This design comes from an exercise in tuning for small area and a short achievable clock period on the open sky130 flow, not from production work.
The RTL was checked by simulation tests, not by an equivalence proof against the original design.

===== flow/config.mk =====
export PLATFORM = sky130hd
export DESIGN_NAME = fpcore
export DESIGN_NICKNAME = fpcore
export VERILOG_FILES = /design/flow/design.v
export SDC_FILE = /design/flow/constraint.sdc
export NUM_CORES = 4
export LEC_CHECK = 0
export CAP_MARGIN = 20
export CORE_MARGIN = 2
export CORE_UTILIZATION = 55
export GPL_TIMING_DRIVEN = 1
export PLACE_DENSITY = 0.65
export SLEW_MARGIN = 20

===== flow/constraint.sdc =====
create_clock -name core_clock -period 100.0 [get_ports {clk}]
set_input_delay 20.0000 -clock core_clock [delete_from_list [all_inputs] [get_ports {clk}]]
set_output_delay 20.0000 -clock core_clock [all_outputs]
set_load 0.01 [all_outputs]

===== flow/design.v =====
module fp_unpack (
    input  wire              fmt,     
    input  wire [31:0]       w,
    input  wire              flip,    
    output wire              s,
    output wire              zero,
    output wire              inf,
    output wire              nan,
    output reg  signed [9:0] x,
    output reg  [23:0]       sig
);
    wire [7:0]  f = fmt ? w[30:23] : {3'b000, w[14:10]};
    wire [22:0] t = fmt ? w[22:0]  : {w[9:0], 13'd0};
    wire        fmax  = fmt ? (&w[30:23]) : (&w[14:10]);
    wire        fzero = (f == 8'd0);
    wire        tzero = (t == 23'd0);
    assign s    = (fmt ? w[31] : w[15]) ^ flip;
    assign zero = fzero & tzero;
    assign inf  = fmax & tzero;
    assign nan  = fmax & ~tzero;
    integer i;
    reg [4:0] k;                     
    always @* begin
        k = 5'd0;
        for (i = 0; i < 23; i = i + 1)
            if (t[i]) k = 22 - i;
        if (!fzero) begin
            x   = $signed({2'b00, f});
            sig = {1'b1, t};
        end else begin
            x   = -$signed({5'd0, k});
            sig = {t, 1'b0} << k;
        end
    end
endmodule
module fp_finish (
    input  wire              fmt,
    input  wire              spec,    
    input  wire [1:0]        cls,     
    input  wire              s,
    input  wire signed [9:0] bu,
    input  wire [25:0]       u,
    input  wire              st,
    input  wire [22:0]       pay,     
    input  wire [1:0]        rm,
    output reg  [31:0]       r
);
    localparam [1:0] RTZ = 2'd0, RNE = 2'd1, RUP = 2'd2, RDN = 2'd3;
    reg  [31:0]       ovf, sw;
    reg  signed [9:0] be, e1;
    reg  [23:0]       mn, ms, mt;
    reg               hn, sn, hs, ss, ht, stt, lsb, hr, sr;
    reg  [9:0]        sh;
    reg  [51:0]       ext;
    reg               sub, inc, big, of;
    reg  [24:0]       m2;
    always @* begin
        case (cls)
            2'd0:    sw = fmt ? 32'h7FFF_FFFE : 32'h0000_7FFE;
            2'd1:    sw = fmt ? {s, 8'hFF, 23'd0} : {16'd0, s, 5'h1F, 10'd0};
            2'd2:    sw = fmt ? {s, 31'd0} : {16'd0, s, 15'd0};
            default: sw = fmt ? {s, 8'hFF, pay} : {16'd0, s, 5'h1F, pay[22:13]};
        endcase
        case (rm)
            RTZ:     big = 1'b0;
            RNE:     big = 1'b1;
            RUP:     big = ~s;
            default: big = s;
        endcase
        if (fmt)
            ovf = big ? {s, 8'hFF, 23'd0} : {s, 8'hFE, {23{1'b1}}};
        else
            ovf = big ? {16'd0, s, 5'h1F, 10'd0} : {16'd0, s, 5'h1E, {10{1'b1}}};
        be = u[25] ? bu : bu - 10'sd1;
        mn = u[25] ? u[25:2] : u[24:1];
        hn = u[25] ? u[1] : u[0];
        sn = u[25] ? (u[0] | st) : st;
        sub = (bu <= 1);
        sh  = 10'sd3 - bu;
        if (sh > 27) sh = 27;
        ext = {u, 26'd0} >> sh;
        ms  = ext[49:26];
        hs  = ext[25];
        ss  = (|ext[24:0]) | st;
        mt  = sub ? ms : mn;
        ht  = sub ? hs : hn;
        stt = sub ? ss : sn;
        if (fmt) begin
            lsb = mt[0];  hr = ht;     sr = stt;
        end else begin
            lsb = mt[13]; hr = mt[12]; sr = stt | ht | (|mt[11:0]);
        end
        case (rm)
            RTZ:     inc = 1'b0;
            RNE:     inc = hr & (sr | lsb);
            RUP:     inc = ~s & (hr | sr);
            default: inc =  s & (hr | sr);
        endcase
        m2 = {1'b0, mt[23:13], fmt ? mt[12:0] : 13'h1FFF} + inc;
        if (sub)
            e1 = m2[24] ? 10'sd2 : {9'd0, m2[23]};
        else
            e1 = be + {9'd0, m2[24]};
        of = ~sub & (fmt ? (be >= 255 || e1 >= 255) : (be >= 31 || e1 >= 31));
        if (spec)
            r = sw;
        else if (of)
            r = ovf;
        else if (fmt)
            r = {s, e1[7:0], m2[22:0]};
        else
            r = {16'd0, s, e1[4:0], m2[22:13]};
    end
endmodule
module fp_fmt (
    input  wire [2:0]        op,
    input  wire              fmt,
    input  wire [1:0]        rm,
    input  wire              sa, a_zero, a_inf, a_nan,
    input  wire signed [9:0] xa,
    input  wire [23:0]       ma,
    input  wire              sb, b_zero, b_inf, b_nan,
    input  wire signed [9:0] xb,
    input  wire [23:0]       mb,
    output reg               spec,
    output reg  [1:0]        cls,
    output reg               k_s,
    output reg  signed [9:0] k_be,
    output reg  [23:0]       k_m,
    output reg               k_h,
    output reg               k_st,
    output reg               inv,
    output reg               is_div   
);
    localparam [2:0] OP_PASS = 3'd0, OP_MUL = 3'd1, OP_ADD = 3'd2, OP_SUB = 3'd3, OP_DIV = 3'd4;
    localparam [1:0] RDN = 2'd3;
    localparam [1:0] C_NAN = 2'd0, C_INF = 2'd1, C_ZERO = 2'd2, C_RAW = 2'd3;
    wire sx = sa ^ sb;
    wire signed [9:0] bias = fmt ? 10'sd127 : 10'sd15;
    wire [47:0]       prod  = ma * mb;
    wire signed [9:0] mul_x = xa + xb - bias;
    wire signed [9:0] mul_be = prod[47] ? mul_x + 10'sd1 : mul_x;
    wire [23:0]       mul_m  = prod[47] ? prod[47:24] : prod[46:23];
    wire              mul_h  = prod[47] ? prod[23] : prod[22];
    wire              mul_st = prod[47] ? (|prod[22:0]) : (|prod[21:0]);
    wire a_ge = (xa > xb) || ((xa == xb) && (ma >= mb));
    wire              s_big = a_ge ? sa : sb;
    wire signed [9:0] x_big = a_ge ? xa : xb;
    wire signed [9:0] x_sml = a_ge ? xb : xa;
    wire [23:0]       m_big = a_ge ? ma : mb;
    wire [23:0]       m_sml = a_ge ? mb : ma;
    wire [9:0]        dexp  = x_big - x_sml;
    wire              same_mag = (xa == xb) && (ma == mb);
    wire              eff_sub  = sa ^ sb;
    reg  [4:0]        dsat;
    reg  [50:0]       ext;
    reg  [26:0]       al;           
    reg  [27:0]       sum;
    reg  [4:0]        z;
    reg  [27:0]       nrm;
    reg  signed [9:0] add_be;
    reg  [23:0]       add_m;
    reg               add_h, add_st;
    integer           i;
    always @* begin
        dsat = (dexp > 10'd26) ? 5'd26 : dexp[4:0];
        ext  = {m_sml, 27'd0} >> dsat;
        al   = {ext[50:25], |ext[24:0]};
        sum  = eff_sub ? ({1'b0, m_big, 3'b000} - {1'b0, al})
                       : ({1'b0, m_big, 3'b000} + {1'b0, al});
        z = 5'd0;
        for (i = 0; i < 27; i = i + 1)
            if (sum[i]) z = 26 - i;
        nrm = sum << z;
        if (sum[27]) begin
            add_be = x_big + 10'sd1;
            add_m  = sum[27:4];
            add_h  = sum[3];
            add_st = |sum[2:0];
        end else begin
            add_be = x_big - $signed({5'd0, z});
            add_m  = nrm[26:3];
            add_h  = nrm[2];
            add_st = |nrm[1:0];
        end
    end
    wire signed [9:0] div_x  = xa - xb + bias;
    always @* begin
        spec = 1'b0; cls = C_ZERO; inv = 1'b0; is_div = 1'b0;
        k_h = 1'b0; k_st = 1'b0;
        k_s = sx; k_be = mul_be; k_m = mul_m;
        case (op)
            OP_PASS: begin
                k_s = sa; k_be = xa; k_m = ma;
                if (a_zero) begin
                    spec = 1'b1; cls = C_ZERO;
                end else if (a_inf || a_nan) begin
                    spec = 1'b1; cls = C_RAW;
                end
            end
            OP_MUL: begin
                k_h = mul_h; k_st = mul_st;
                if (a_nan || b_nan || (a_inf && b_zero) || (a_zero && b_inf)) begin
                    spec = 1'b1; cls = C_NAN;
                end else if (a_inf || b_inf) begin
                    spec = 1'b1; cls = C_INF;
                end else if (a_zero || b_zero) begin
                    spec = 1'b1; cls = C_ZERO;
                end
            end
            OP_DIV: begin
                k_be = div_x; k_m = mb; is_div = 1'b1;
                if (a_nan || b_nan || (a_zero && b_zero) || (a_inf && b_inf)) begin
                    spec = 1'b1; cls = C_NAN;
                end else if (b_zero || a_inf) begin
                    spec = 1'b1; cls = C_INF;
                end else if (a_zero || b_inf) begin
                    spec = 1'b1; cls = C_ZERO;
                end
                if (spec) is_div = 1'b0;
            end
            OP_ADD, OP_SUB: begin
                k_s = eff_sub ? s_big : sa;
                k_be = add_be; k_m = add_m; k_h = add_h; k_st = add_st;
                if (a_nan || b_nan || (a_inf && b_inf && (sa != sb))) begin
                    spec = 1'b1; cls = C_NAN;
                end else if (a_inf) begin
                    spec = 1'b1; cls = C_INF; k_s = sa;
                end else if (b_inf) begin
                    spec = 1'b1; cls = C_INF; k_s = sb;
                end else if (a_zero && b_zero) begin
                    spec = 1'b1; cls = C_ZERO; k_s = (sa == sb) ? sa : (rm == RDN);
                end else if (a_zero) begin
                    k_s = sb; k_be = xb; k_m = mb; k_h = 1'b0; k_st = 1'b0;
                end else if (b_zero) begin
                    k_s = sa; k_be = xa; k_m = ma; k_h = 1'b0; k_st = 1'b0;
                end else if (eff_sub && same_mag) begin
                    spec = 1'b1; cls = C_ZERO; k_s = (rm == RDN);
                end
            end
            default: begin
                spec = 1'b1; cls = C_ZERO; k_s = 1'b0; inv = 1'b1;
            end
        endcase
    end
endmodule
module fp_div_rows #(
    parameter J0 = 0,
    parameter N  = 14
) (
    input  wire [26:0] si,
    input  wire [26:0] ci,
    input  wire [23:0] mb,
    output reg  [26:0] so,
    output reg  [26:0] co,
    output reg  [27:0] qp,
    output reg  [27:0] qn
);
    wire [26:0] d1 = {1'b0, mb, 2'b00};
    wire [26:0] d2 = {mb, 3'b000};
    reg  [26:0] s4, c4, m, ad;
    reg  signed [6:0] y, m2, m1, m0, mm;
    reg         ge2, ge1, ge0, gem, one, two, pos;
    integer     j;
    always @* begin
        case (mb[22:20])
            3'd0: begin m2 = 12; m1 = 4; m0 = -4; mm = -13; end
            3'd1: begin m2 = 14; m1 = 5; m0 = -5; mm = -15; end
            3'd2: begin m2 = 15; m1 = 5; m0 = -5; mm = -16; end
            3'd3: begin m2 = 17; m1 = 6; m0 = -5; mm = -17; end
            3'd4: begin m2 = 19; m1 = 7; m0 = -6; mm = -19; end
            3'd5: begin m2 = 20; m1 = 7; m0 = -6; mm = -20; end
            3'd6: begin m2 = 22; m1 = 8; m0 = -6; mm = -21; end
            3'd7: begin m2 = 24; m1 = 9; m0 = -7; mm = -23; end
        endcase
        so = si;
        co = ci;
        qp = 28'd0;
        qn = 28'd0;
        for (j = J0; j < J0 + N; j = j + 1) begin
            y   = so[26:20] + co[26:20];
            ge2 = (y >= m2);
            ge1 = (y >= m1);
            ge0 = (y >= m0);
            gem = (y >= mm);
            two = ge2 | ~gem;
            one = (ge1 & ~ge2) | (gem & ~ge0);
            pos = ge1;
            qp[27-2*j] = ge2;
            qp[26-2*j] = one & ge1;
            qn[27-2*j] = ~gem;
            qn[26-2*j] = one & ~ge0;
            s4 = {so[24:0], 2'b00};
            c4 = {co[24:0], 2'b00};
            m  = ({27{one}} & d1) | ({27{two}} & d2);
            ad = m ^ {27{pos}};
            so = s4 ^ c4 ^ ad;
            co = {((s4[25:0] & c4[25:0]) | (s4[25:0] & ad[25:0]) | (c4[25:0] & ad[25:0])), pos};
        end
    end
endmodule
module fp_div_end (
    input  wire [26:0] ws,
    input  wire [26:0] wc,
    input  wire [27:0] qp,
    input  wire [27:0] qn,
    output wire [25:0] tq,
    output wire        dst
);
    reg  [25:0] g, p;
    reg         wneg;
    integer     i, l;
    always @* begin
        g = ws[25:0] & wc[25:0];
        p = ws[25:0] ^ wc[25:0];
        for (l = 1; l < 26; l = l * 2)
            for (i = 25; i >= l; i = i - 1) begin
                g[i] = g[i] | (p[i] & g[i-l]);
                p[i] = p[i] & p[i-l];
            end
        wneg = ws[26] ^ wc[26] ^ g[25];
    end
    wire        wzero = ((ws ^ wc) == {(ws[25:0] | wc[25:0]), 1'b0});
    wire [27:0] f0    = qp - qn;
    wire [27:0] f1    = qp + ~qn;
    wire [27:0] f     = wneg ? f1 : f0;
    assign tq  = f[26:1];
    assign dst = f[0] | ~wzero;
endmodule
module fpcore (
    input  wire        clk,
    input  wire [2:0]  op,       
    input  wire        fmt,      
    input  wire [1:0]  rm,       
    input  wire [31:0] a,
    input  wire [31:0] b,
    output reg  [31:0] res,
    output reg         inv
);
    wire              sa_d, az_d, ai_d, an_d, sb_d, bz_d, bi_d, bn_d;
    wire signed [9:0] xa_d, xb_d;
    wire [23:0]       ma_d, mb_d;
    fp_unpack u_a (.fmt(fmt), .w(a), .flip(1'b0), .s(sa_d), .zero(az_d),
                   .inf(ai_d), .nan(an_d), .x(xa_d), .sig(ma_d));
    fp_unpack u_b (.fmt(fmt), .w(b), .flip(op == 3'd3), .s(sb_d), .zero(bz_d),
                   .inf(bi_d), .nan(bn_d), .x(xb_d), .sig(mb_d));
    localparam integer K1 = 4;    
    localparam integer K2 = 9;    
    wire [26:0]       ws_d, wc_d;
    wire [27:0]       qp_d, qn_d;
    fp_div_rows #(.J0(0), .N(K1)) u_div1 (
        .si({3'b000, ma_d}), .ci(27'd0), .mb(mb_d),
        .so(ws_d), .co(wc_d), .qp(qp_d), .qn(qn_d)
    );
    reg [26:0]        ws_q, wc_q;
    reg [2*K1-1:0]    qp_q, qn_q;
    always @(posedge clk) begin
        ws_q <= ws_d;
        wc_q <= wc_d;
        qp_q <= qp_d[27:28-2*K1];
        qn_q <= qn_d[27:28-2*K1];
    end
    reg [2:0]         op_q;
    reg               fmt_q;
    reg [1:0]         rm_q;
    reg               sa_q, az_q, ai_q, an_q, sb_q, bz_q, bi_q, bn_q;
    reg signed [9:0]  xa_q, xb_q;
    reg [23:0]        ma_q, mb_q;
    always @(posedge clk) begin
        op_q  <= op;
        fmt_q <= fmt;
        rm_q  <= rm;
        sa_q  <= sa_d; az_q <= az_d; ai_q <= ai_d; an_q <= an_d;
        sb_q  <= sb_d; bz_q <= bz_d; bi_q <= bi_d; bn_q <= bn_d;
        xa_q  <= xa_d; xb_q <= xb_d;
        ma_q  <= ma_d; mb_q <= mb_d;
    end
    wire              spec_d, s_d, h_d, st_d, inv_d, dv_d;
    wire [1:0]        cls_d;
    wire signed [9:0] be_d;
    wire [23:0]       m_d;
    wire [26:0]       ws_m, wc_m;
    wire [27:0]       qp_m, qn_m;
    fp_div_rows #(.J0(K1), .N(K2)) u_div2 (
        .si(ws_q), .ci(wc_q), .mb(mb_q),
        .so(ws_m), .co(wc_m), .qp(qp_m), .qn(qn_m)
    );
    fp_fmt u_ar (
        .op(op_q), .fmt(fmt_q), .rm(rm_q),
        .sa(sa_q), .a_zero(az_q), .a_inf(ai_q), .a_nan(an_q), .xa(xa_q), .ma(ma_q),
        .sb(sb_q), .b_zero(bz_q), .b_inf(bi_q), .b_nan(bn_q), .xb(xb_q), .mb(mb_q),
        .spec(spec_d), .cls(cls_d), .k_s(s_d), .k_be(be_d), .k_m(m_d),
        .k_h(h_d), .k_st(st_d), .inv(inv_d), .is_div(dv_d)
    );
    reg               fmt_r, spec_r, s_r, h_r, st_r, dv_r;
    reg [26:0]        ws_r, wc_r;
    reg [2*(K1+K2)-1:0] qp_r, qn_r;
    reg [1:0]         rm_r, cls_r;
    reg signed [9:0]  be_r;
    reg [23:0]        m_r;
    always @(posedge clk) begin
        fmt_r  <= fmt_q;
        rm_r   <= rm_q;
        spec_r <= spec_d;
        cls_r  <= cls_d;
        s_r    <= s_d;
        be_r   <= be_d;
        m_r    <= m_d;
        h_r    <= h_d;
        st_r   <= st_d;
        inv    <= inv_d;
        dv_r   <= dv_d;
        ws_r   <= ws_m;
        wc_r   <= wc_m;
        qp_r   <= {qp_q, qp_m[27-2*K1:28-2*(K1+K2)]};
        qn_r   <= {qn_q, qn_m[27-2*K1:28-2*(K1+K2)]};
    end
    wire [26:0]       ws_e, wc_e;
    wire [27:0]       qp_e, qn_e;
    wire [25:0]       tq;
    wire              dst;
    fp_div_rows #(.J0(K1+K2), .N(14-K1-K2)) u_div3 (
        .si(ws_r), .ci(wc_r), .mb(m_r),
        .so(ws_e), .co(wc_e), .qp(qp_e), .qn(qn_e)
    );
    fp_div_end u_dend (
        .ws(ws_e), .wc(wc_e),
        .qp({qp_r, qp_e[27-2*(K1+K2):0]}), .qn({qn_r, qn_e[27-2*(K1+K2):0]}),
        .tq(tq), .dst(dst)
    );
    wire [25:0]       f_u  = dv_r ? tq : {m_r, h_r, 1'b0};
    wire              f_st = dv_r ? dst : st_r;
    wire [31:0]       r_fin;
    fp_finish u_fin (
        .fmt(fmt_r), .spec(spec_r), .cls(cls_r), .s(s_r), .bu(be_r), .u(f_u),
        .st(f_st), .pay(m_r[22:0]), .rm(rm_r), .r(r_fin)
    );
    always @* res = r_fin;
endmodule

===== flow/run.sh =====
#!/bin/bash
# synth_recipe.tcl (not shown) runs the flow's synth.tcl, then flattens the netlist and writes it again
# the make line also repeats each setting of config.mk as NAME=value (left out here)
make -C /OpenROAD-flow-scripts/flow DESIGN_CONFIG=/design/flow/config.mk WORK_HOME=/design/flow/orfs CLKGATE_MAP_FILE= SYNTH_SCRIPT=/design/flow/synth_recipe.tcl finish

==> summary.md, run 1 <==
| Metric | Value |
|---|---|
| Status | no timing/DRC/antenna violations |
| Slew Viols, Final | 0 |
| Period Utilization, post-route | 0.410 |
| Pre-CTS setup slack | 59.97 ns |
| Vias in the first global route | 65200 |
| Setup TNS | 0 ns |
| Relative slew margins | 0.110 |
| Clk sinks | 319 |
| Fill cells | 12100 |
| Vias/cell | 6.33 |
| Post-synth EDFFs | 0 |
| Syn Inst Count | 8981 |
| Setup bufs post-CTS | 0 |
| Total gr overflow | 0 |
| Peak Freq | 24.4 MHz |
| Sequential-to-total area share from yosys stat | 0.0882 |
| Yosys warning total | 8 |
| Std-Cell Rows | 133 |
| Slowest stage delay, CP | 0.76 ns |
| Die Area | 135000 um2 |
| I/O Buffers | 103 |
| Top_reg_cell synth | dfxtp_1 |
| Netlist cell types | 122 |
| WS Path Type | reg -> out |
| DIE HEIGHT | 367 um |
| CTS buffer count | 40 |
| I/O Pins | 104 |
| Routed WL | 267 mm |
| CP Buf/Inv Count | 6 |
| H-tree lvl count | 2 |
| First-pass GRT wire length | 405 mm |
| Crit path time final | 40.98 ns |
| Most common cell after layout, fill and taps aside | inv_1 |
| Mapped Nets | 10600 |
| CTS tree | yes |
| CP Max Fanout | 24 |
| Post-route worst setup slack | 59.02 ns |
| Post-synthesis average cell area | 8.06 um2 |
| Hold slack final | 0.330 ns |
| Initial Util | 0.552 |
| Initial antenna violation count | 12 |
| Critical path's slowest cell | nor3_1 |
| Synth async-reset ratio | 0 |
| Final core occ | 0.583 |
| Die W | 367 um |
| CP most frequent cell | o21ai_0 |
| Post-route DRC | 0 |
| Layout cell share with drive strength beyond 1 | 0.0536 |
| Wire per inst | 25.3 um |
| Hold_buf cts | 0 |
| DRT iter0 DRCs | 7703 |
| Post_cts resized | 0 |
| Clock Skews | 0.0445 ns |
| Largest net degree at the start of global routing | 78 |
| Hold Crit Class | reg -> reg |
| Startpoint types | flip-flop |
| Total number of vias | 66800 |
| Netlist Area Pre-Place | 72400 um2 |
| Detail Route Antenna Nets | 0 |
| Area grow syn2layout | 5.61% |
| Reg clk slew, reported paths | 0.07 ns |
| Critical Path RT | 80.00 ns |
| Total GRT Usage | 0.390 |
| Nets@finish | 10400 |
| Endpoints failing hold | 0 |
| Drt pass-1 iters | 7 |
| Final setup vio count | 0 |
| Clk root buf | clkbuf_16 |
| Deepest clock path buffer count | 3 |
| Family with the most delay on the worst path | compound AO/OA/AOI/OAI gates |
| Slew of the pin with the lowest slew margin | 1.32 ns |
| #FFs+latches synth | 319 |
| Worst setup EP type | output port |
| Final GP Congestion | 1.02 |
| Crit path DAT | 20.98 ns |
| Post-DP HPWL | 208 mm |
| Worst-Skew Late Latency | 0.63 ns |
| Core area | 131000 um2 |
| Unrepaired setup endpoints after global routing | no |
| Most frequent cells in the layout | 1179 x inv_1, 886 x nand2_1, 794 x ha_1, 773 x fa_1, 523 x nor2_1 |
| # Max-Cap Violations | 0 |
[worst paths after layout]
| check | start | end | slack, ns | cells after the start |
|---|---|---|---|---|
| min | qp_q[6]$_DFF_P_ | qp_r[24]$_DFF_P_ | 0.33 | 0 |
| min reg2reg | qp_q[6]$_DFF_P_ | qp_r[24]$_DFF_P_ | 0.33 | 0 |
| max reg2reg | ws_q[20]$_DFF_P_ | ws_r[10]$_DFF_P_ | 62.29 | 145 |
| max | wc_r[20]$_DFF_P_ | res[23] | 59.02 | 84 |
[logic make-up after synthesis]
family | after synthesis | synth area share
and+or+nand+nor | 2358 | 0.154
buffers and inverters | 1735 | 0.0912
adders and majority gates | 1567 | 0.351
muxes | 366 | 0.0521
DFF | 319 | 0.0882
AOI/OAI and AO/OA | 2041 | 0.190
xor gates and xnor gates | 595 | 0.0731
[synth_stat cells, types with 19 or more instances]
cell type | n | area share
a2111oi_0 | 19 | 0.0023
a211oi_1 | 56 | 0.0058
a21o_1 | 150 | 0.016
a21oi_1 | 491 | 0.034
a221o_1 | 37 | 0.0051
a22oi_1 | 245 | 0.025
a31oi_1 | 57 | 0.0049
and2_1 | 215 | 0.019
and3_1 | 46 | 0.0040
buf_1 | 81 | 0.0042
clkbuf_1 | 426 | 0.022
dfxtp_1 | 319 | 0.088
fa_1 | 773 | 0.21
ha_1 | 794 | 0.14
inv_1 | 1179 | 0.061
mux2_2 | 47 | 0.0073
mux2i_1 | 309 | 0.043
nand2_1 | 886 | 0.046
nand2b_1 | 101 | 0.0087
nand3_1 | 116 | 0.0080
nand4_1 | 50 | 0.0043
nor2_1 | 525 | 0.027
nor2b_1 | 86 | 0.0074
nor3_1 | 133 | 0.0092
nor4_1 | 56 | 0.0048
o2111ai_1 | 25 | 0.0030
o211ai_1 | 61 | 0.0063
o21a_1 | 35 | 0.0036
o21ai_0 | 307 | 0.021
o21ai_1 | 25 | 0.0017
o21bai_1 | 69 | 0.0072
o221ai_1 | 31 | 0.0037
o22ai_1 | 139 | 0.012
o31ai_1 | 34 | 0.0035
or2_2 | 33 | 0.0029
or3_1 | 29 | 0.0025
or4_1 | 23 | 0.0024
xnor2_1 | 469 | 0.057
xor2_1 | 115 | 0.014
[layout make-up]
type | count | area, um2 | area share
diodes | 4 | 10.0 | 0.000131
clock buffers | 47 | 1070 | 0.0140
clock inverters | 26 | 320 | 0.00419
inverters | 1197 | 4500 | 0.0588
multi-input cells | 6927 | 59600 | 0.780
flip-flops and latches | 319 | 6420 | 0.0839
well taps | 1755 | 2200 | 0.0287
repair buffers | 274 | 2310 | 0.0302
[layer usage]
layer,vias up,track usage,wire length (um)
met1,32700,0.547,113000
met5,-,0,82
li1,30000,-,-
met3,593,0.0955,30300
met2,3512,0.577,112000
met4,12,0.153,11800
[flip-flops by register name, indices dropped and copies added (netlist names), 5 cells and up]
name       count
wc_r          24
u_div2.mm      5
qn_q           6
qn_r          24
u_div3.m2      5
qp_q           7
ws_q          26
ma_q          24
mb_q          24
m_r           24
qp_r          25
xb_q          10
be_r          10
wc_q          24
xa_q          10
ws_r          26
[per-stage QoR]
stage          area (um2)  std cells
2_1_floorplan       72400       8981
3_3_place_gp        75100      10500
3_5_place_dp        75100      10500
4_1_cts             76500      10500
5_1_grt             76500      10500
6_report            76500      10500
==> inputs of run 2 (changes only) <==
--- a/flow/design.v
+++ b/flow/design.v
@@ -139,3 +139,4 @@
     wire signed [9:0] bias = fmt ? 10'sd127 : 10'sd15;
-    wire [47:0]       prod  = ma * mb;
+    wire [47:0]       prod;
+    fp_mul24 u_mul (.a(ma), .b(mb), .p(prod));
     wire signed [9:0] mul_x = xa + xb - bias;
@@ -247,4 +248,6 @@
 module fp_div_rows #(
-    parameter J0 = 0,
-    parameter N  = 14
+    parameter J0   = 0,
+    parameter N    = 14,
+    parameter HEAD = 0,
+    parameter TAIL = 0
 ) (
@@ -253,2 +256,3 @@
     input  wire [23:0] mb,
+    input  wire [3:0]  gin,
     output reg  [26:0] so,
@@ -256,3 +260,4 @@
     output reg  [27:0] qp,
-    output reg  [27:0] qn
+    output reg  [27:0] qn,
+    output reg  [3:0]  gout
 );
@@ -279,8 +284,13 @@
         qn = 28'd0;
+        gout = 4'd0;
         for (j = J0; j < J0 + N; j = j + 1) begin
-            y   = so[26:20] + co[26:20];
-            ge2 = (y >= m2);
-            ge1 = (y >= m1);
-            ge0 = (y >= m0);
-            gem = (y >= mm);
+            if (HEAD && j == J0) begin
+                {ge2, ge1, ge0, gem} = gin;
+            end else begin
+                y   = so[26:20] + co[26:20];
+                ge2 = (y >= m2);
+                ge1 = (y >= m1);
+                ge0 = (y >= m0);
+                gem = (y >= mm);
+            end
             two = ge2 | ~gem;
@@ -299,2 +309,6 @@
         end
+        if (TAIL) begin
+            y    = so[26:20] + co[26:20];
+            gout = {(y >= m2), (y >= m1), (y >= m0), (y >= mm)};
+        end
     end
@@ -329,2 +343,37 @@
 endmodule
+module fp_mul24 (
+    input  wire [23:0] a,
+    input  wire [23:0] b,
+    output wire [47:0] p
+);
+    wire [26:0] bx = {2'b00, b, 1'b0};
+    reg  [47:0] acc;
+    reg  [47:0] rows [0:12];
+    reg  [12:0] negs;
+    reg  [24:0] mg, px;
+    reg         one, two, neg;
+    integer     k;
+    always @* begin
+        for (k = 0; k < 13; k = k + 1) begin
+            one = bx[2*k+1] ^ bx[2*k];
+            two = (bx[2*k+2] & ~bx[2*k+1] & ~bx[2*k]) | (~bx[2*k+2] & bx[2*k+1] & bx[2*k]);
+            neg = bx[2*k+2] & ~(bx[2*k+1] & bx[2*k]);
+            mg  = ({25{one}} & {1'b0, a}) | ({25{two}} & {a, 1'b0});
+            px  = mg ^ {25{neg}};
+            rows[k] = {22'd0, ~neg, px} << (2*k);
+            negs[k] = neg;
+        end
+    end
+    wire [47:0] negv;
+    genvar g;
+    generate for (g = 0; g < 13; g = g + 1) begin : nv
+        assign negv[2*g] = negs[g];
+        assign negv[2*g+1] = 1'b0;
+    end endgenerate
+    assign negv[47:26] = 22'd0;
+    wire [47:0] corr;
+    assign corr = -(48'd33554432 * 48'd22369621);
+    assign p = rows[0] + rows[1] + rows[2] + rows[3] + rows[4] + rows[5] + rows[6]
+             + rows[7] + rows[8] + rows[9] + rows[10] + rows[11] + rows[12] + negv + corr;
+endmodule
 module fpcore (
@@ -346,9 +395,10 @@
                    .inf(bi_d), .nan(bn_d), .x(xb_d), .sig(mb_d));
-    localparam integer K1 = 4;    
-    localparam integer K2 = 9;    
+    localparam integer K1 = 3;
+    localparam integer K2 = 10;
     wire [26:0]       ws_d, wc_d;
     wire [27:0]       qp_d, qn_d;
-    fp_div_rows #(.J0(0), .N(K1)) u_div1 (
-        .si({3'b000, ma_d}), .ci(27'd0), .mb(mb_d),
-        .so(ws_d), .co(wc_d), .qp(qp_d), .qn(qn_d)
+    wire [3:0]        g_d;
+    fp_div_rows #(.J0(0), .N(K1), .TAIL(1)) u_div1 (
+        .si({3'b000, ma_d}), .ci(27'd0), .mb(mb_d), .gin(4'd0),
+        .so(ws_d), .co(wc_d), .qp(qp_d), .qn(qn_d), .gout(g_d)
     );
@@ -356,2 +406,3 @@
     reg [2*K1-1:0]    qp_q, qn_q;
+    reg [3:0]         g_q;
     always @(posedge clk) begin
@@ -361,2 +412,3 @@
         qn_q <= qn_d[27:28-2*K1];
+        g_q  <= g_d;
     end
@@ -383,5 +435,5 @@
     wire [27:0]       qp_m, qn_m;
-    fp_div_rows #(.J0(K1), .N(K2)) u_div2 (
-        .si(ws_q), .ci(wc_q), .mb(mb_q),
-        .so(ws_m), .co(wc_m), .qp(qp_m), .qn(qn_m)
+    fp_div_rows #(.J0(K1), .N(K2), .HEAD(1)) u_div2 (
+        .si(ws_q), .ci(wc_q), .mb(mb_q), .gin(g_q),
+        .so(ws_m), .co(wc_m), .qp(qp_m), .qn(qn_m), .gout()
     );
@@ -422,4 +474,4 @@
     fp_div_rows #(.J0(K1+K2), .N(14-K1-K2)) u_div3 (
-        .si(ws_r), .ci(wc_r), .mb(m_r),
-        .so(ws_e), .co(wc_e), .qp(qp_e), .qn(qn_e)
+        .si(ws_r), .ci(wc_r), .mb(m_r), .gin(4'd0),
+        .so(ws_e), .co(wc_e), .qp(qp_e), .qn(qn_e), .gout()
     );
--- a/flow/config.mk
+++ b/flow/config.mk
@@ -9,5 +9,3 @@
 export CORE_MARGIN = 2
-export CORE_UTILIZATION = 55
-export GPL_TIMING_DRIVEN = 1
-export PLACE_DENSITY = 0.65
+export CORE_UTILIZATION = 40
 export SLEW_MARGIN = 20
==> run 2 against run 1 <==
Still clean. Sequential cell count shrank 4. Die area grew 31%. First-iteration DRC count shrank 13%. Clock skew grew 0.0046 ns. Count of clock-buffer cells in the layout grew 2. Global-route usage shrank 9.3 points. Area after synthesis shrank 4.7%. Critical path type is now reg -> reg. Critical endpoint is now ws_r[20]$_DFF_P_. Highest routed layer unchanged.
==> summary.md, run 2 <==
| Metric | Value |
|---|---|
| Hold Crit Class | reg -> reg |
| Vias in the first global route | 63400 (-2.8%) |
| #FFs+latches synth | 315 (-1.3%) |
| # Max-Cap Violations | 0 (unchanged) |
| CP Max Fanout | 30 (+25%) |
| Most common cell after layout, fill and taps aside | inv_1 |
| Initial antenna violation count | 9 (-3) |
| Startpoint types | flip-flop |
| Relative slew margins | 0.170 (+0.0601) |
| Total gr overflow | 0 (unchanged) |
| Routed WL | 269 mm (+0.81%) |
| Die Area | 176000 um2 (+31%) |
| Period Utilization, post-route | 0.395 (-0.0146) |
| Xor/xnor share of the synthesized area | 0.118 (+0.0447) |
| Most frequent cells in the layout | 892 x inv_1, 775 x ha_1, 730 x xnor2_1, 575 x nand2_1, 549 x a22oi_1 |
| Yosys warning total | 10 (+2) |
| I/O Pins | 104 (unchanged) |
| Vias/cell | 6.06 (-4.3%) |
| Setup bufs post-CTS | 0 (unchanged) |
| CP most frequent cell | fa_1 |
| Beginning of the critical path | mb_q[17]$_DFF_P_ |
| Worst setup EP type | flip-flop |
| Placed Area | 72200 um2 (-3.8%) |
| Worst-Skew Late Latency | 0.66 ns (+0.03 ns) |
| Hold slack final | 0.329 ns (-0.00133 ns) |
| Top_reg_cell synth | dfxtp_1 |
| DRT met1 WL | 111 mm (-1.9%) |
| Placed Cells | 10700 (+1.9%) |
| Core area | 172000 um2 (+31%) |
| Netlist Area Pre-Place | 69000 um2 (-4.7%) |
| Status | no timing/DRC/antenna violations |
| Post_cts resized | 0 (unchanged) |
| Clk sinks | 315 (-1.3%) |
| Fill cells | 17500 (+44%) |
| Nets@finish | 9767 (-6.1%) |
| I/O Buffers | 103 (unchanged) |
| Synth cell count leaders | 892 x inv_1, 775 x ha_1, 732 x xnor2_1 |
| Std-Cell Rows | 152 (+14%) |
| Detail Route Antenna Nets | 0 (unchanged) |
| CTS buffer count | 41 (+2.5%) |
| Area grow syn2layout | 6.79% |
| Adder-Cell Fraction of Synth Area | 0.292 (-0.0591) |
| Initial Util | 0.402 (-0.150) |
| H-tree lvl count | 2 (unchanged) |
| Synth async-reset ratio | 0 (unchanged) |
| DIE HEIGHT | 419 um (+14%) |
| Crit path DAT | 40.05 ns (+19.07 ns) |
| Max reg flops | 26 |
| Hold_buf cts | 0 (unchanged) |
| Critical Path RT | 100.53 ns (+20.53 ns) |
| Simple-Gate Fraction of Synth Area | 0.135 (-0.0195) |
| Total GRT Usage | 0.297 (-0.0931) |
| Top-count cell post-synth | inv_1 |
| Crit Reg-Reg Startpoint | mb_q[17]$_DFF_P_ |
| Final GP Congestion | 0.984 (-3.9%) |
| Total number of vias | 65200 (-2.4%) |
| Min-delay src | qp_q[1]$_DFF_P_ |
| Synth area leaders | fa_1 15%, ha_1 14%, xnor2_1 9.3% |
| Post-synth EDFFs | 0 (unchanged) |
| Clock Skews | 0.0491 ns (+0.00458 ns) |
| Synth Area in Compound Gates | 0.237 (+0.0461) |
| Post-synthesis average cell area | 7.97 um2 (-1.1%) |
| Largest net degree at the start of global routing | 102 (+31%) |
| Pre-CTS setup slack | 60.74 ns (+0.770 ns) |
| Peak Freq | 25.3 MHz (+3.7%) |
| Critical path's slowest cell | nand2_1 |
| Top routing layer used | met5 |
| Post-synthesis mux area share | 0.0457 (-0.00640) |
| Post-route insts no fill | 10700 (+1.9%) |
| Final setup vio count | 0 (unchanged) |
| Finished layout cell area | 73700 um2 (-3.6%) |
| Post-DP HPWL | 209 mm (+0.33%) |
| Post-route worst setup slack | 60.48 ns (+1.46 ns) |
| Syn Inst Count | 8656 (-3.6%) |
| CTS tree | yes |
| Crit path time final | 39.52 ns (-1.46 ns) |
| Netlist cell types | 117 (-4.1%) |
| Sequential-to-total area share from yosys stat | 0.0914 (+0.00316) |
| Endpoints failing hold | 0 (unchanged) |
| Layout cell share with drive strength beyond 1 | 0.0547 (+0.00109) |
| First-pass GRT wire length | 402 mm (-0.75%) |
| Setup TNS | 0 ns (unchanged) |
| Largest family of logic cells by synthesized area | adder cells |
| Top reg by flops | ws_r |
| Synth top area share | 0.151 (-0.0623) |
| Wire per inst | 25.1 um (-1.1%) |
| Clk root buf | clkbuf_16 |
| Unrepaired setup endpoints after global routing | no |
| Post-route DRC | 0 (unchanged) |
| Met2 wire len | 121 mm (+8.5%) |
| DRT iter0 DRCs | 6726 (-13%) |
| Met3 routed WL | 21.1 mm (-30%) |
| Synth area leader | fa_1 |
| Mapped Nets | 10000 (-5.6%) |
| Drt pass-1 iters | 10 (+3) |
| Slowest stage delay, CP | 0.85 ns (+0.09 ns) |
| Reg clk slew, reported paths | 0.07 ns (about the same) |
| Biggest regs | ws_r x26, qp_r x25 |
| Die W | 419 um (+14%) |
| WS Path Type | reg -> reg |
| Slew Viols, Final | 0 (unchanged) |
| Deepest clock path buffer count | 3 (unchanged) |
| Final core occ | 0.430 (-0.153) |
| Slew of the pin with the lowest slew margin | 1.23 ns (-0.0892 ns) |
run 2: routing by layer:
metal | up-vias | GRT usage
met4 | 2 | 0.150
met1 | 31800 | 0.387
met3 | 654 | 0.0452
li1 | 29800 | -
met2 | 2976 | 0.478
met5 | - | 0
run 2: final cells by class:
type | instances | area (um2) | share of cell area
Antenna cell | 6 | 15.0 | 0.000204
Clock buffer | 49 | 1130 | 0.0153
Clock inverter | 27 | 375 | 0.00509
Inverter | 923 | 3460 | 0.0470
Multi-Input combinational cell | 6850 | 57200 | 0.777
Sequential cell | 315 | 6310 | 0.0856
Tap cell | 2310 | 2890 | 0.0392
Timing Repair Buffer | 268 | 2280 | 0.0309
run 2: worst paths after layout:
path,end,slack [ns],depth (start not counted)
worst max-delay path,ws_r[20]$_DFF_P_,60.48,149
worst min-delay path,qp_r[21]$_DFF_P_,0.33,0
worst max register to register,ws_r[20]$_DFF_P_,60.48,149
worst min register to register,qp_r[21]$_DFF_P_,0.33,0
run 2: kinds of logic (layout without fill, tap and decap cells):
group                    after synthesis  count (layout)
buffers and inverters               1491            1267
AND/OR/NAND/NOR                     1935            1935
multiplexers                         305             305
other                                  0               6
XOR/XNOR                             924             924
adder cells (fa/ha/maj)             1297            1297
flip-flops                           315             315
AO/OA/AOI/OAI                       2389            2389
run 2: critical path: cells and delay by family, from the launching register on:
kind / cells / cell delay [ns]
mux: 1 / 0.41
fa+ha+maj: 30 / 11.66
compound gates: 47 / 11.59
buf+inv: 18 / 3.45
flops: 1 / 0.31
simple gates: 30 / 7.21
xor+xnor: 23 / 4.61
==> inputs of run 3 (changes only) <==
--- a/flow/design.v
+++ b/flow/design.v
@@ -20,8 +20,12 @@
     assign nan  = fmax & ~tzero;
-    integer i;
-    reg [4:0] k;                     
+    reg [4:0]  k;
+    reg [31:0] v;
     always @* begin
+        v = {t, 9'd0};
         k = 5'd0;
-        for (i = 0; i < 23; i = i + 1)
-            if (t[i]) k = 22 - i;
+        if (v[31:16] == 16'd0) begin k[4] = 1'b1; v = {v[15:0], 16'd0}; end
+        if (v[31:24] == 8'd0)  begin k[3] = 1'b1; v = {v[23:0], 8'd0};  end
+        if (v[31:28] == 4'd0)  begin k[2] = 1'b1; v = {v[27:0], 4'd0};  end
+        if (v[31:30] == 2'd0)  begin k[1] = 1'b1; v = {v[29:0], 2'd0};  end
+        if (v[31] == 1'b0)     begin k[0] = 1'b1; v = {v[30:0], 1'b0};  end
         if (!fzero) begin
@@ -31,3 +35,3 @@
             x   = -$signed({5'd0, k});
-            sig = {t, 1'b0} << k;
+            sig = v[31:8];
         end
@@ -159,4 +163,6 @@
     reg  [27:0]       sum;
+    reg  [28:0]       sum1;
     reg  [4:0]        z;
     reg  [27:0]       nrm;
+    reg  [31:0]       nv;
     reg  signed [9:0] add_be;
@@ -169,8 +175,12 @@
         al   = {ext[50:25], |ext[24:0]};
-        sum  = eff_sub ? ({1'b0, m_big, 3'b000} - {1'b0, al})
-                       : ({1'b0, m_big, 3'b000} + {1'b0, al});
-        z = 5'd0;
-        for (i = 0; i < 27; i = i + 1)
-            if (sum[i]) z = 26 - i;
-        nrm = sum << z;
+        sum1 = {1'b0, m_big, 3'b000, 1'b1} + {eff_sub, al ^ {27{eff_sub}}, eff_sub};
+        sum  = sum1[28:1];
+        nv = {sum[26:0], 5'd0};
+        z  = 5'd0;
+        if (nv[31:16] == 16'd0) begin z[4] = 1'b1; nv = {nv[15:0], 16'd0}; end
+        if (nv[31:24] == 8'd0)  begin z[3] = 1'b1; nv = {nv[23:0], 8'd0};  end
+        if (nv[31:28] == 4'd0)  begin z[2] = 1'b1; nv = {nv[27:0], 4'd0};  end
+        if (nv[31:30] == 2'd0)  begin z[1] = 1'b1; nv = {nv[29:0], 2'd0};  end
+        if (nv[31] == 1'b0)     begin z[0] = 1'b1; nv = {nv[30:0], 1'b0};  end
+        nrm = {1'b0, nv[31:5]};
         if (sum[27]) begin
==> run 3 against run 2 <==
Critical endpoint unchanged. Non-clock buffer count is 24 higher. Die area is 1.6% lower. Critical path depth is 11 lower. Highest routed layer unchanged. Critical path type unchanged. Count of clock-buffer cells in the layout is 5 lower.
==> summary.md, run 3 <==
| Metric | Value |
|---|---|
| Biggest regs | ws_r x26, qp_r x25 |
| Finished layout cell area | 72500 um2 (-1.6%) |
| Synth area leader | fa_1 |
| # Max-Cap Violations | 0 (unchanged) |
| Yosys warning total | 10 (unchanged) |
| I/O Pins | 104 (unchanged) |
| Synth top area share | 0.154 (+0.00212) |
| Layout cell share with drive strength beyond 1 | 0.0576 (+0.00297) |
| WS Path Type | reg -> reg |
| Routed WL | 272 mm (+0.97%) |
| Post-route insts no fill | 10600 (-1.5%) |
| Final core occ | 0.429 (-0.000697) |
| Critical Path RT | 100.44 ns (-0.09 ns) |
| Detail Route Antenna Nets | 0 (unchanged) |
| Hold Crit Class | reg -> reg |
| Post_cts resized | 0 (unchanged) |
| Clk sinks | 315 (unchanged) |
| Post-DP HPWL | 212 mm (+1.4%) |
| Hold Path Cell Cnt | 0 (unchanged) |
| Wire per inst | 25.7 um (+2.5%) |
| Die W | 416 um (-0.78%) |
| Post-synth EDFFs | 0 (unchanged) |
| Critical path's slowest cell | o22ai_2 |
| Syn Inst Count | 8583 (-0.84%) |
| Total GRT Usage | 0.304 (+0.00672) |
| Peak Freq | 24.0 MHz (-5.2%) |
| Initial Util | 0.402 (-0.000583) |
| Fill cells | 16800 (-3.8%) |
| H-tree lvl count | 2 (unchanged) |
| Vias in the first global route | 62900 (-0.84%) |
| Worst r2r path cells | 138 (-7.4%) |
| First-pass GRT wire length | 406 mm (+0.94%) |
| Most frequent cells in the layout | 844 x inv_1, 744 x ha_1, 741 x xnor2_1, 635 x nand2_1, 556 x a21oi_1 |
| Final setup vio count | 0 (unchanged) |
| Crit path time final | 41.68 ns (+2.16 ns) |
| Setup TNS | 0 ns (unchanged) |
| Final GP Congestion | 1.01 (+2.8%) |
| Netlist cell types | 127 (+8.5%) |
| Worst setup EP type | flip-flop |
| Endpoints failing hold | 0 (unchanged) |
| Top-count cell post-synth | inv_1 |
| Total number of vias | 65200 (+0.081%) |
| Area grow syn2layout | 6.77% (about the same) |
| Status | no timing/DRC/antenna violations |
| Largest net degree at the start of global routing | 68 (-33%) |
| Die Area | 173000 um2 (-1.6%) |
| Slew of the pin with the lowest slew margin | 1.19 ns (-0.0446 ns) |
| CP Max Fanout | 30 (unchanged) |
| Clk root buf | clkbuf_16 |
| Std-Cell Rows | 151 (-0.66%) |
| #FFs+latches synth | 315 (unchanged) |
| Relative slew margins | 0.203 (+0.0331) |
| Top_reg_cell synth | dfxtp_1 |
| Worst-Skew Late Latency | 0.61 ns (-0.05 ns) |
| DIE HEIGHT | 416 um (-0.78%) |
| Crit path DAT | 42.12 ns (+2.07 ns) |
| Synth async-reset ratio | 0 (unchanged) |
| Clock Skews | 0.0375 ns (-0.0116 ns) |
| Unrepaired setup endpoints after global routing | no |
| Mapped Nets | 9919 (-1.0%) |
| Max reg flops | 26 (unchanged) |
| Core area | 169000 um2 (-1.4%) |
| Drt pass-1 iters | 8 (-2) |
| Slowest stage delay, CP | 0.95 ns (+0.10 ns) |
| Netlist Area Pre-Place | 67900 um2 (-1.6%) |
| Hold_buf cts | 0 (unchanged) |
| Deepest clock path buffer count | 3 (unchanged) |
| Most common cell after layout, fill and taps aside | inv_1 |
| Nets@finish | 9666 (-1.0%) |
| Synth cell count leaders | 844 x inv_1, 744 x ha_1, 743 x xnor2_1 |
| Placed Cells | 10500 (-1.5%) |
| Startpoint types | flip-flop |
| CP most frequent cell | fa_1 |
| DRT iter0 DRCs | 7375 (+9.6%) |
| I/O Buffers | 103 (unchanged) |
| Vias/cell | 6.16 (+1.6%) |
| CTS tree | yes |
| Total gr overflow | 0 (unchanged) |
| Sequential-to-total area share from yosys stat | 0.0928 (+0.00146) |
| Placed Area | 71100 um2 (-1.5%) |
| Initial antenna violation count | 12 (+3) |
| Slew Viols, Final | 0 (unchanged) |
| Post-route DRC | 0 (unchanged) |
| Reg clk slew, reported paths | 0.06 ns (about the same) |
| Period Utilization, post-route | 0.417 (+0.0216) |
| Setup bufs post-CTS | 0 (unchanged) |
| Synth area leaders | fa_1 15%, ha_1 14%, xnor2_1 9.6% |
| Top reg by flops | ws_r |
| CTS buffer count | 41 (unchanged) |
| Post-synthesis average cell area | 7.92 um2 (-0.73%) |
## run 3: final timing paths
kind	slack [ns]	startpoint	end
min reg2reg	0.34	qp_q[0]$_DFF_P_	qp_r[20]$_DFF_P_
max	58.32	g_q[2]$_DFF_P_	ws_r[20]$_DFF_P_
min	0.34	qp_q[0]$_DFF_P_	qp_r[20]$_DFF_P_
max reg2reg	58.32	g_q[2]$_DFF_P_	ws_r[20]$_DFF_P_
## run 3: routing by layer
layer | GRT usage | wire length, um | up-vias
li1 | - | - | 29500
met1 | 0.417 | 117000 | 31900
met2 | 0.471 | 118000 | 3247
met3 | 0.0582 | 25300 | 569
met4 | 0.117 | 11700 | 10
met5 | 0 | 65 | -
## run 3: cell type report
cell class | instances | area (um2) | share of cell area
inverters | 871 | 3280 | 0.0452
repair buffers | 292 | 2460 | 0.0339
clock buffers | 44 | 1060 | 0.0146
clock inverters | 31 | 343 | 0.00473
well taps | 2218 | 2780 | 0.0383
flip-flops and latches | 315 | 6310 | 0.0871
diodes | 5 | 12.5 | 0.000172
multi-input cells | 6809 | 56300 | 0.776
## run 3: cells by family (layout without fill, tap and decap cells)
group / Yosys count / in the layout / share of synthesized area
AO/OA/AOI/OAI: 2405 / 2405 / 0.239
AND/OR/NAND/NOR: 1992 / 1992 / 0.141
buffers and inverters: 1459 / 1238 / 0.0822
adder cells (fa/ha/maj): 1265 / 1265 / 0.291
XOR/XNOR: 902 / 902 / 0.116
flip-flops: 315 / 315 / 0.0928
multiplexers: 245 / 245 / 0.0375
other: 0 / 5 / 0
## run 3: through the flow
| step | worst slack (ns) | hold slack (ns) |
|---|---|---|
| 2_1_floorplan | 62.37 | 0.310 |
| 3_3_place_gp | 58.25 | 0.313 |
| 3_5_place_dp | 58.23 | 0.325 |
| 4_1_cts | 58.18 | 0.339 |
| 5_1_grt | 55.64 | 0.356 |
| 6_report | 58.32 | 0.338 |
## run 3: critical path, delay by kind of cell, from the launching register on
| family | cells | cell delay [ns] |
|---|---|---|
| fa+ha+maj | 32 | 12.81 |
| flops | 1 | 0.32 |
| buf+inv | 12 | 1.62 |
| simple gates | 29 | 8.01 |
| compound gates | 48 | 15.23 |
| xor+xnor | 17 | 3.39 |
==> inputs of run 4 (changes only) <==
--- a/flow/design.v
+++ b/flow/design.v
@@ -347,5 +347,4 @@
     wire        wzero = ((ws ^ wc) == {(ws[25:0] | wc[25:0]), 1'b0});
-    wire [27:0] f0    = qp - qn;
-    wire [27:0] f1    = qp + ~qn;
-    wire [27:0] f     = wneg ? f1 : f0;
+    wire [28:0] fs    = {qp, 1'b1} + {~qn, ~wneg};
+    wire [27:0] f     = fs[28:1];
     assign tq  = f[26:1];
--- a/flow/config.mk
+++ b/flow/config.mk
@@ -7,5 +7,5 @@
 export LEC_CHECK = 0
-export CAP_MARGIN = 20
+export CAP_MARGIN = 50
 export CORE_MARGIN = 2
 export CORE_UTILIZATION = 40
-export SLEW_MARGIN = 20
+export SLEW_MARGIN = 70
==> run 4 against run 3 <==
Still clean on timing, DRC and antenna. Sequential share of layout area decreased by 0.33 points. Register-to-register slack better by 3.8 ns. Non-clock buffer count increased by 71. Sequential cell count did not move. Hold slack got worse by 0.0095 ns. First-iteration DRC count is 3.4% lower. Synthesized cell count increased by 0.52%. Final area increased by 4.7%. Count of clock-buffer cells in the layout grew 4. Critical endpoint is now res[17].
==> summary.md, run 4 <==
| Metric | Value |
|---|---|
| Startpoint types | flip-flop |
| Unrepaired setup endpoints after global routing | no |
| I/O Buffers | 103 (unchanged) |
| Worst reg2reg path endpoint | ws_r[6]$_DFF_P_ |
| Hold EP | qn_r[21]$_DFF_P_ |
| CTS buffer count | 39 (-4.9%) |
| Initial antenna violation count | 13 (+1) |
| Final GP Congestion | 1.01 (unchanged) |
| Crit Reg-Reg Startpoint | g_q[2]$_DFF_P_ |
| Vias/cell | 6.13 (-0.58%) |
| Post-synthesis average cell area | 7.88 um2 (-0.48%) |
| Detail Route Antenna Nets | 0 (unchanged) |
| Netlist cell types | 107 (-16%) |
| Final core occ | 0.449 (+0.0200) |
| Status | no timing/DRC/antenna violations |
| Sequential-to-total area share from yosys stat | 0.0928 (about the same) |
| Synth cell count leaders | 881 x inv_1, 744 x ha_1, 730 x xnor2_1 |
| R2R setup slack | 62.16 ns (+3.84 ns) |
| Netlist Area Pre-Place | 68000 um2 (about the same) |
| Post-route DRC | 0 (unchanged) |
| Top_reg_cell synth | dfxtp_1 |
| Synth top area share | 0.153 (about the same) |
| Die W | 416 um (about the same) |
| Final setup vio count | 0 (unchanged) |
| Total gr overflow | 0 (unchanged) |
| Endpoints failing hold | 0 (unchanged) |
| Critical Path RT | 80.00 ns (-20.44 ns) |
| Total number of vias | 65600 (+0.57%) |
| Peak Freq | 25.9 MHz (+7.8%) |
| Hold Crit Class | reg -> reg |
| Period Utilization, post-route | 0.387 (-0.0302) |
| Most common cell after layout, fill and taps aside | inv_1 |
| Crit path time final | 38.65 ns (-3.02 ns) |
| Crit path DAT | 18.65 ns (-23.47 ns) |
| Clock Skews | 0.0574 ns (+0.0199 ns) |
| Post-route insts no fill | 10700 (+1.2%) |
| Biggest regs | ws_r x26, qp_r x25 |
| Post-DP HPWL | 211 mm (-0.15%) |
| Mapped Nets | 9964 (+0.45%) |
| Hold slack final | 0.329 ns (-0.00954 ns) |
| Setup bufs post-CTS | 0 (unchanged) |
| Clk root buf | clkbuf_16 |
| Slew Viols, Final | 0 (unchanged) |
| Wire per inst | 25.8 um (+0.27%) |
| Area grow syn2layout | 11.7% |
| Reg clk slew, reported paths | 0.08 ns (+0.02 ns) |
| #FFs+latches synth | 315 (unchanged) |
| Deepest clock path buffer count | 3 (unchanged) |
| Post_cts resized | 0 (unchanged) |
| # Max-Cap Violations | 0 (unchanged) |
| DIE HEIGHT | 416 um (about the same) |
| Layout cell share with drive strength beyond 1 | 0.109 (+0.0511) |
| Synth area leaders | fa_1 15%, ha_1 14%, xnor2_1 9.4% |
| Worst setup EP type | output port |
| Post-synth EDFFs | 0 (unchanged) |
| Std-Cell Rows | 151 (unchanged) |
| Max reg flops | 26 (unchanged) |
| Largest net degree at the start of global routing | 57 (-16%) |
| Slew of the pin with the lowest slew margin | 0.494 ns (-0.693 ns) |
| Clk sinks | 315 (unchanged) |
| Hold_buf cts | 0 (unchanged) |
| CP most frequent cell | a21o_1 |
| H-tree lvl count | 2 (unchanged) |
| Placed Cells | 10600 (+1.1%) |
| CP Max Fanout | 26 (-13%) |
| Slowest stage delay, CP | 0.68 ns (-0.27 ns) |
| Top reg by flops | ws_r |
| Initial Util | 0.402 (about the same) |
| Hold Path Cell Cnt | 0 (unchanged) |
| Total GRT Usage | 0.308 (+0.00366) |
| WS Path Type | reg -> out |
| Setup TNS | 0 ns (unchanged) |
| Die Area | 173000 um2 (about the same) |
| Relative slew margins | 0.667 (+0.464) |
| First-pass GRT wire length | 412 mm (+1.4%) |
| DRT iter0 DRCs | 7124 (-3.4%) |
| CTS tree | yes |
| Nets@finish | 9787 (+1.3%) |
| Drt pass-1 iters | 8 (unchanged) |
| Most frequent cells in the layout | 860 x inv_1, 742 x ha_1, 691 x nand2_1, 689 x xnor2_1, 520 x fa_1 |
| Routed WL | 276 mm (+1.4%) |
| Min-delay src | qn_q[1]$_DFF_P_ |
| Yosys warning total | 10 (unchanged) |
| Synth async-reset ratio | 0 (unchanged) |
| Worst-Skew Late Latency | 0.64 ns (+0.03 ns) |
| Top-count cell post-synth | inv_1 |
| Critical path's slowest cell | fa_2 |
| Vias in the first global route | 64200 (+2.0%) |
| Core area | 169000 um2 (unchanged) |
| Synth area leader | fa_1 |
| I/O Pins | 104 (unchanged) |
| Worst r2r path cells | 164 (+19%) |
| Syn Inst Count | 8628 (+0.52%) |
## run 4: metal layers
layer / wire length [um] / vias to the layer above / global-route usage
li1: - / 29700 / -
met1: 119000 / 31900 / 0.424
met2: 119000 / 3274 / 0.470
met3: 25900 / 629 / 0.0611
met4: 12400 / 14 / 0.122
met5: 155 / - / 0.00194
## run 4: cell type report
class	instances	area, um2
flip-flops and latches	315	6360
fillers	16600	93200
diodes	7	17.5
well taps	2218	2780
clock buffers	48	1080
inverters	909	3450
multi-input cells	6823	58600
repair buffers	363	3330
clock inverters	24	298
## run 4: cell families (layout without fill, tap and decap cells)
| kind of cell | count (synthesis) | in the layout | synth area share |
|---|---|---|---|
| compound gates | 2350 | 2350 | 0.234 |
| fa+ha+maj | 1265 | 1265 | 0.290 |
| buf+inv | 1490 | 1344 | 0.0830 |
| other cells | 0 | 7 | 0 |
| xor+xnor | 901 | 901 | 0.116 |
| flops | 315 | 315 | 0.0928 |
| mux | 237 | 237 | 0.0371 |
| simple gates | 2070 | 2070 | 0.147 |
## run 4: worst max-delay path by stage
stage | from | end | slack [ns] | cells after the start
floorplan | fmt | g_q[0]$_DFF_P_ | 63.68 | 82
global placement | g_q[2]$_DFF_P_ | ws_r[6]$_DFF_P_ | 59.52 | 151
detailed placement | b[2] | g_q[0]$_DFF_P_ | 61.58 | 76
CTS | ws_r[20]$_DFF_P_ | res[17] | 61.61 | 72
global route | g_q[2]$_DFF_P_ | ws_r[6]$_DFF_P_ | 59.48 | 164
finish | ws_r[20]$_DFF_P_ | res[17] | 61.35 | 73
## run 4: worst max-delay path: cells and delay by family (launching register included)
| family | cells | cell delay, ns |
|---|---|---|
| adder cells (fa/ha/maj) | 9 | 3.22 |
| buffers and inverters | 6 | 1.93 |
| AND/OR/NAND/NOR | 15 | 3.53 |
| XOR/XNOR | 4 | 0.71 |
| AO/OA/AOI/OAI | 39 | 8.20 |
| flip-flops | 1 | 0.37 |
## run 4: per-stage QoR
step | worst slack (ns) | area, um2
6_report | 61.35 | 75900
2_1_floorplan | 63.68 | 68000
3_5_place_dp | 61.58 | 73700
3_3_place_gp | 59.52 | 71100
4_1_cts | 61.61 | 75100
5_1_grt | 59.48 | 75900
==> inputs of run 5 (changes only) <==
--- a/flow/config.mk
+++ b/flow/config.mk
@@ -10,2 +10,3 @@
 export CORE_UTILIZATION = 40
+export PLACE_DENSITY = 0.8
 export SLEW_MARGIN = 70
==> run 5 against run 4 <==
Synthesized cell count stayed put. Sequential share of layout area hardly changed. Count of clock-buffer cells in the layout shrank 7. Final area is 0.43% lower. Die area stayed put. Global-route usage decreased by 1.3 points. Critical path depth up 6.
==> summary.md, run 5 <==
| Metric | Value |
|---|---|
| Initial Util | 0.402 (unchanged) |
| Vias/cell | 6.31 (+3.0%) |
| Synth Area in Compound Gates | 0.234 (unchanged) |
| Xor/xnor share of the synthesized area | 0.116 (unchanged) |
| Largest family of logic cells by synthesized area | adder cells |
| Vias in the first global route | 65500 (+2.1%) |
| Detail Route Antenna Nets | 0 (unchanged) |
| Post-synthesis mux area share | 0.0371 (unchanged) |
| Synth cell count leaders | 881 x inv_1, 744 x ha_1, 730 x xnor2_1 |
| DIE HEIGHT | 416 um (unchanged) |
| Status | no timing/DRC/antenna violations |
| Most common cell after layout, fill and taps aside | inv_1 |
| CP Max Fanout | 33 (+27%) |
| Top-count cell post-synth | inv_1 |
| Syn Inst Count | 8628 (unchanged) |
| Final core occ | 0.447 (-0.00195) |
| Setup bufs post-CTS | 0 (unchanged) |
| Startpoint types | primary input |
| Clock Skews | 0.0387 ns (-0.0187 ns) |
| Hold Crit Class | reg -> reg |
| Slew of the pin with the lowest slew margin | 0.518 ns (+0.0242 ns) |
| # Max-Cap Violations | 0 (unchanged) |
| Clk sinks | 315 (unchanged) |
| Min-delay src | qp_q[4]$_DFF_P_ |
| Core area | 169000 um2 (unchanged) |
| Most frequent cells in the layout | 852 x inv_1, 740 x ha_1, 691 x nand2_1, 689 x xnor2_1, 521 x fa_1 |
| Critical Path RT | 100.43 ns (+20.43 ns) |
| Hold_buf cts | 0 (unchanged) |
| CTS buffer count | 35 (-10%) |
| DRT iter0 DRCs | 9266 (+30%) |
| Synth async-reset ratio | 0 (unchanged) |
| Beginning of the critical path | b[2] |
| Routed WL | 266 mm (-3.4%) |
| Netlist cell types | 107 (unchanged) |
| Sequential-to-total area share from yosys stat | 0.0928 (unchanged) |
| Setup TNS | 0 ns (unchanged) |
| Simple-Gate Fraction of Synth Area | 0.147 (unchanged) |
| Die Area | 173000 um2 (unchanged) |
| Total number of vias | 67400 (+2.7%) |
| Mapped Nets | 9964 (unchanged) |
| Post-route insts no fill | 10700 (-0.24%) |
| Biggest regs | ws_r x26, qp_r x25 |
| Initial antenna violation count | 16 (+3) |
| Die W | 416 um (unchanged) |
| Slowest stage delay, CP | 0.58 ns (-0.10 ns) |
| Endpoints failing hold | 0 (unchanged) |
| Crit path time final | 38.03 ns (-0.629 ns) |
| Unrepaired setup endpoints after global routing | no |
| Synth top area share | 0.153 (unchanged) |
| Drt pass-1 iters | 8 (unchanged) |
| CP Buf/Inv Count | 15 (+9) |
| CP most frequent cell | inv_1 |
| Adder-Cell Fraction of Synth Area | 0.290 (unchanged) |
| Slew Viols, Final | 0 (unchanged) |
| Post-route DRC | 0 (unchanged) |
| Netlist Area Pre-Place | 68000 um2 (unchanged) |
| Synth area leader | fa_1 |
| Crit Reg-Reg Startpoint | g_q[2]$_DFF_P_ |
| Crit path DAT | 38.46 ns (+19.81 ns) |
| Total gr overflow | 0 (unchanged) |
| Final GP Congestion | 1.03 (+1.7%) |
| WS Path Type | in -> reg |
| #FFs+latches synth | 315 (unchanged) |
| Worst-Skew Late Latency | 0.59 ns (-0.05 ns) |
| Wire per inst | 24.9 um (-3.2%) |
| I/O Buffers | 103 (unchanged) |
| Post_cts resized | 0 (unchanged) |
| Family with the most delay on the worst path | simple AND/OR/NAND/NOR gates |
| Relative slew margins | 0.654 (-0.0129) |
| Period Utilization, post-route | 0.380 (-0.00629) |
| Total GRT Usage | 0.294 (-0.0135) |
| Yosys warning total | 10 (unchanged) |
| Worst setup EP type | flip-flop |
| Post-synthesis average cell area | 7.88 um2 (unchanged) |
| H-tree lvl count | 2 (unchanged) |
| Peak Freq | 26.3 MHz (+1.7%) |
| Largest net degree at the start of global routing | 64 (+12%) |
| First-pass GRT wire length | 398 mm (-3.2%) |
| Clk root buf | clkbuf_16 |
| Top reg by flops | ws_r |
| Reg clk slew, reported paths | 0.06 ns (-0.02 ns) |
| Placed Cells | 10600 (-0.10%) |
| Nets@finish | 9771 (-0.16%) |
| I/O Pins | 104 (unchanged) |
| Synth area leaders | fa_1 15%, ha_1 14%, xnor2_1 9.4% |
| Deepest clock path buffer count | 3 (unchanged) |
| Area grow syn2layout | 11.2% |
| Layout cell share with drive strength beyond 1 | 0.106 (-0.00282) |
| Post-DP HPWL | 201 mm (-4.9%) |
| Max reg flops | 26 (unchanged) |
| CTS tree | yes |
| Critical path's slowest cell | clkdlybuf4s50_1 |
| Top_reg_cell synth | dfxtp_1 |
| Std-Cell Rows | 151 (unchanged) |
| Post-synth EDFFs | 0 (unchanged) |
| Final setup vio count | 0 (unchanged) |
## run 5: cell types whose count changed in the layout (fill, tap and decap cells not counted), moves of 8 or more
cell	delta
buf_1	+12
o21ai_2	-9
inv_1	-8
a21oi_1	+10
inv_2	+8
o21ai_1	+12
a21oi_2	-8
buf_4	-15
## run 5: layer usage
| metal | part of all wire | up-vias | GRT usage |
|---|---|---|---|
| met2 | 0.42 | 4379 | 0.436 |
| met3 | 0.13 | 938 | 0.0779 |
| li1 | - | 29700 | - |
| met5 | 0.00061 | - | 0 |
| met1 | 0.40 | 32400 | 0.395 |
| met4 | 0.059 | 22 | 0.143 |
## run 5: kinds of logic after synthesis
family / after synthesis
fa+ha+maj: 1265
buf+inv: 1490
compound gates: 2350
flops: 315
mux: 237
xor+xnor: 901
simple gates: 2070
## run 5: final cells by class
| class | count | area, um2 |
|---|---|---|
| diodes | 1 | 2.50 |
| clock buffers | 41 | 940 |
| clock inverters | 23 | 303 |
| fillers | 16000 | 93500 |
| inverters | 909 | 3450 |
| multi-input cells | 6823 | 58600 |
| flip-flops and latches | 315 | 6350 |
| well taps | 2218 | 2780 |
| repair buffers | 351 | 3140 |
## run 5: worst paths after layout
check / endpoint / slack (ns) / cells past startpoint
worst max register to register: ws_r[10]$_DFF_P_ / 61.99 / 163
worst max-delay path: g_q[0]$_DFF_P_ / 61.97 / 79
worst min-delay path: qp_r[24]$_DFF_P_ / 0.33 / 0
worst min register to register: qp_r[24]$_DFF_P_ / 0.33 / 0
## run 5: stage by stage
stage	worst slack [ns]	cell area (um2)	hold WS, ns
2_1_floorplan	63.68	68000	0.310
6_report	61.97	75600	0.334
5_1_grt	59.47	75600	0.339
3_3_place_gp	60.79	70900	0.312
4_1_cts	62.08	74600	0.335
3_5_place_dp	61.62	73400	0.320
## run 5: worst reg2reg max path: cells and delay by family, from the launching register on
kind / cells / cell delay, ns
xor gates and xnor gates: 20 / 3.74
DFF: 1 / 0.31
AOI/OAI and AO/OA: 52 / 10.04
and+or+nand+nor: 37 / 7.73
buffers and inverters: 25 / 4.44
adders and majority gates: 29 / 11.61

-- what the ideal ports hide --
No port has a modelled driver above. Below, the same layouts with a new extraction and two added sets of constraints. Step 1 sets driving cells, clkbuf_16 on the clock port and buf_2 on the other inputs (assumed; they add their load-dependent delay and slew). Step 2 times the ports against the registers' clock, not the clock port: input delays grow and output delays shrink by t, the midpoint of the rising clock arrivals with the driver on. Slacks: ideal ports / drivers / drivers and shift; pairs: ideal ports / drivers.
run | t (ns) | setup slack, ns | worst hold slack (ns) | worst setup path at the end | clock arrival spread, ns
run 1 | 0.682 | 59.020 / 58.949 / 59.631 | 0.330 / 0.330 / 0.330 | register to output | 0.046 / 0.046
run 2 | 0.714 | 60.482 / 60.482 / 60.482 | 0.329 / 0.329 / 0.329 | register to register | 0.052 / 0.052
run 3 | 0.680 | 58.323 / 58.323 / 58.323 | 0.338 / 0.338 / 0.338 | register to register | 0.043 / 0.042
run 4 | 0.689 | 61.346 / 61.268 / 61.585 | 0.329 / 0.329 / 0.329 | input to register | 0.058 / 0.058
run 5 | 0.635 | 61.975 / 61.994 / 61.386 | 0.334 / 0.334 / 0.334 | input to register | 0.040 / 0.040
After both steps every run listed still meets setup and hold. For run 5, which loses most, drivers alone change the setup slack by +0.019 ns; drivers and shift together by -0.589 ns.
